Source: an optimization exercise on an open RTL-to-GDS flow (aim: small area). Production flows keep margins and buffers that such runs may drop.
Where RTL was checked, it was by simulation tests only, not by an equivalence proof against the original.
Power is estimated from default activity; no workload was simulated.

## saes_core
module saes_core (
    input  wire        clk,
    input  wire        rst,      
    input  wire        req,
    input  wire        we,
    input  wire [3:0]  addr,
    input  wire [15:0] wdata,
    output reg         ack,
    output wire [15:0] rdata
);
Size: about 670 cells after synthesis, ~41 I/O pins.
Settings: LEC_CHECK=0, ABC_AREA=1, CAP_MARGIN=20, CORE_MARGIN=2, CORE_UTILIZATION=40, CTS_BUF_LIST=sky130_fd_sc_hd__clkbuf_8, CTS_CLUSTER_DIAMETER=100, CTS_CLUSTER_SIZE=20, SLEW_MARGIN=20; clock period 20.0 ns.
standard.sh (not shown) runs the stock make flow with config.mk's settings and CLKGATE_MAP_FILE= SYNTH_SCRIPT=/design/flow/synth_recipe.tcl, a recipe that flattens the netlist after the stock synthesis.
==> flow/flow/run.sh <==
#!/bin/bash
# Own layout flow: the standard flow, except that synthesis maps the logic
# with an area-oriented ABC script (flow/abc_area.script) and without Yosys's
# adder extraction, and the port buffers are the smallest buffer. The
# registers, their names and cell types are those of the standard synthesis.
set -euo pipefail
WORK=$(pwd)

# ORFS scripts with our ABC script in place of abc_area.script
rm -rf "$WORK/scripts_area"
cp -r "$FLOW_HOME/scripts" "$WORK/scripts_area"
cp "$WORK/flow/abc_area.script" "$WORK/scripts_area/abc_area.script"

bash standard.sh synth SCRIPTS_DIR="$WORK/scripts_area" ADDER_MAP_FILE= \
    > "$WORK/synth.log" 2>&1
CTS="-sink_clustering_enable -repair_clock_nets -sink_clustering_size 20"
CTS="$CTS -sink_clustering_max_diameter 100 -buf_list sky130_fd_sc_hd__clkbuf_8 -dont_use_dummy_load"
bash standard.sh finish "BUFFER_PORTS_ARGS=-buffer_cell sky130_fd_sc_hd__buf_1" "CTS_ARGS=$CTS" \
    > "$WORK/layout.log" 2>&1
test -f "$WORK/out/final.def"
==> flow/flow/abc_area.script <==
strash
&get -n
&deepsyn -T 90
&dch
&nf -R 1000
&put
topo
Next try:
--- a/flow/design.v
+++ b/flow/design.v
@@ -58,43 +58,44 @@
     wire [15:0] af_s;
     saes_affinv u_a3 (.y(S[15:12]), .x(af_s[15:12]));
     saes_affinv u_a2 (.y(S[11:8]),  .x(af_s[11:8]));
     saes_affinv u_a1 (.y(S[7:4]),   .x(af_s[7:4]));
     saes_affinv u_a0 (.y(S[3:0]),   .x(af_s[3:0]));
     function [3:0] mul4(input [3:0] v);
         mul4 = {v[1], v[0] ^ v[3], v[3] ^ v[2], v[2]};
     endfunction
-    wire [15:0] mc_x = {mul4(S[7:4]), mul4(S[3:0]), mul4(S[15:12]), mul4(S[11:8])};
+    wire [15:0] mc_s = {S[15:12] ^ mul4(S[7:4]), S[11:8] ^ mul4(S[3:0]),
+                        mul4(S[15:12]) ^ S[7:4], mul4(S[11:8]) ^ S[3:0]};
     reg         rc2;        
-    wire [7:0]  ks_t = sb_s[7:0] ^ (rc2 ? 8'h30 : 8'h80);
-    wire [15:0] ks_x = {ks_t, S[15:8] ^ ks_t};
+    wire [7:0]  ks_hi = S[15:8] ^ sb_s[7:0] ^ (rc2 ? 8'h30 : 8'h80);
+    wire [15:0] ks_s  = {ks_hi, S[7:0] ^ ks_hi};
     reg [2:0]  fsel;
     reg [2:0]  xsel;
     reg        pw;
     reg [15:0] fv, xv;
     wire gm_bit = P[3'd7 - {1'b0, rv[1:0]}];
     always @(*) begin
         case (fsel)
+            F_S:     fv = S;
             F_Z:     fv = 16'h0000;
             F_SB:    fv = sb_s;
+            F_MC:    fv = mc_s;
             F_AF:    fv = af_s;
-            default: fv = S;
+            default: fv = ks_s;
         endcase
         case (xsel)
             X_P:     xv = P;
             X_SRP:   xv = {P[15:8], P[3:0], P[7:4]};
             X_GM:    xv = {12'h000, P[3:0] & {4{gm_bit}}};
             X_WD:    xv = wdata;
             X_CMD:   xv = {8'h00, cmd_code};
             X_ST:    xv = {12'h000, eany, ecode, cv};
             default: xv = 16'h0000;
         endcase
-        if (fsel == F_MC) xv = mc_x;
-        if (fsel == F_KS) xv = ks_x;
     end
     wire [15:0] s_next  = fv ^ xv;
     wire [15:0] port_in = pw ? s_next : P;
     wire [7:0] code = wdata[7:0];
     reg legal;
     always @(*) begin
         legal = 1'b0;
         if (code[1:0] == 2'b00) begin
Outcome: Routed wire length grows by a few percent; maximum frequency falls by a few percent; power goes down by a few percent; global-route usage is higher by 0.36 points; core utilization rose by 0.34 points; sequential power fell by a few percent; worst hold slack degrades by 0.0052 ns; non-clock buffer count drops by 2; cell area increases slightly; sequential share of layout area went down by 0.73 points.
Only the layout flow was run in the second run of this note; the RTL was not checked for function there.

* * *

Another version of the RTL of saes_core (not shown whole).
For scale: ~590 cells after synthesis, ~190 flip-flops, ~41 I/O pins, roughly 0.0063 mm2 of cells after synthesis.
clock: 20.0 ns
lec_check: 0
abc_area: 1
cap_margin: 20
core_margin: 2
core_utilization: 40
cts_buf_list: sky130_fd_sc_hd__clkbuf_8
cts_cluster_diameter: 100
cts_cluster_size: 20
gpl_timing_driven: 0
slew_margin: 20
==> flow/flow/run.sh <==
#!/bin/bash
# Own layout flow: the standard flow, except that
#  - synthesis maps the logic with an area-oriented ABC script
#    (flow/abc_area.script), as the best of several seeds (flow/abc_multi.tcl),
#    and without Yosys's adder extraction;
#  - the port buffers are the smallest buffer;
#  - clock tree synthesis inserts no dummy loads.
# The registers, their names and cell types are those of the standard synthesis.
set -euo pipefail
WORK=$(pwd)

# ORFS scripts with our ABC step in place of the single ABC call
rm -rf "$WORK/scripts_area"
cp -r "$FLOW_HOME/scripts" "$WORK/scripts_area"
python3 - "$WORK/scripts_area/synth.tcl" "$WORK/flow/abc_multi.tcl" <<'PY'
import sys
path, multi = sys.argv[1], sys.argv[2]
s = open(path).read()
old = "  log_cmd abc {*}$abc_args\n"
assert s.count(old) == 1
s = s.replace(old, "  source %s\n" % multi)
open(path, "w").write(s)
PY
export FLOW_ABC_TEMPLATE="$WORK/flow/abc_area.script"

bash standard.sh synth SCRIPTS_DIR="$WORK/scripts_area" ADDER_MAP_FILE= \
    > "$WORK/synth.log" 2>&1
CTS="-sink_clustering_enable -repair_clock_nets -sink_clustering_size 20"
CTS="$CTS -sink_clustering_max_diameter 100 -buf_list sky130_fd_sc_hd__clkbuf_8 -dont_use_dummy_load"
bash standard.sh finish "BUFFER_PORTS_ARGS=-buffer_cell sky130_fd_sc_hd__buf_1" "CTS_ARGS=$CTS" \
    > "$WORK/layout.log" 2>&1
test -f "$WORK/out/final.def"
Other scripts of this flow, unchanged in this note and not shown: flow/flow/abc_area.script, flow/flow/abc_multi.tcl
==> next run, changes <==
--- a/flow/design.v
+++ b/flow/design.v
@@ -195,19 +195,19 @@
                             if (addr == 4'h5 && legal && !(needs_chain && !cv) && code[7:4] != 4'h0)
                                 st_n = S_WAIT;
                         end
                     end else if (addr >= 4'hA && addr <= 4'hC) begin
                         if (ph == I_RK0 + addr - 4'hA) ack_n = 1'b1;
                     end else if (a_ring) begin
                         if (ph == aid) begin
                             fsel = F_Z; xsel = X_P; ack_n = 1'b1;
                         end
-                    end else begin
+                    end else if (ph != I_RK0) begin
                         fsel = F_Z; ack_n = 1'b1;
                         xsel = (addr == 4'h5) ? X_CMD : (addr == 4'h6) ? X_ST : X_0;
                     end
                 end
             end
             S_CLR: begin
                 fsel = F_Z; pw = 1'b1;
                 if (ph == 4'd8) st_n = S_IDLE;
             end
Outcome: The new run went through all stages and came out clean; register-to-register slack gets better by 0.27 ns; routed wire length grows by 2.9%; worst setup slack gets worse by 0.22 ns; first-iteration DRC count shrinks by 2.6%; die area grows by 0.56%; sequential cell count is unchanged; global-route usage grows by 0.74 points; non-clock buffer count shrinks by 3; hold slack gets better by 0.0041 ns; final area grows by 0.32%; via count grows by 0.63%.

-- port drivers added, routing unchanged --
In the flow no input, the clock included, has a driving cell. The finished layouts below were timed again as built, in two steps. Step 1, drivers: a clkbuf_16 drives clk and a buf_2 each remaining input, both assumed. Step 2, shift: input delay + t, output delay - t, t = (earliest + latest rising clock arrival at the registers) / 2. This alone moves slack from input paths to output paths. Slacks: ideal ports / drivers / drivers and shift; pairs: ideal ports / drivers.
run	shift t [ns]	setup slack, ns	worst slew at a driven data input, ns
the first run of note 1	0.481	12.349 / 12.344 / 11.863	0.05
the second run of note 1	0.469	11.791 / 11.809 / 11.341	0.04
the first run of note 2	0.467	11.550 / 11.555 / 11.088	0.05
the second run of note 2	0.465	11.327 / 11.342 / 10.877	0.04
After both steps setup and hold are still met in every run listed. The setup slack of the first run of note 1, which loses most, moves by -0.005 ns with the drivers and by -0.486 ns with both steps.
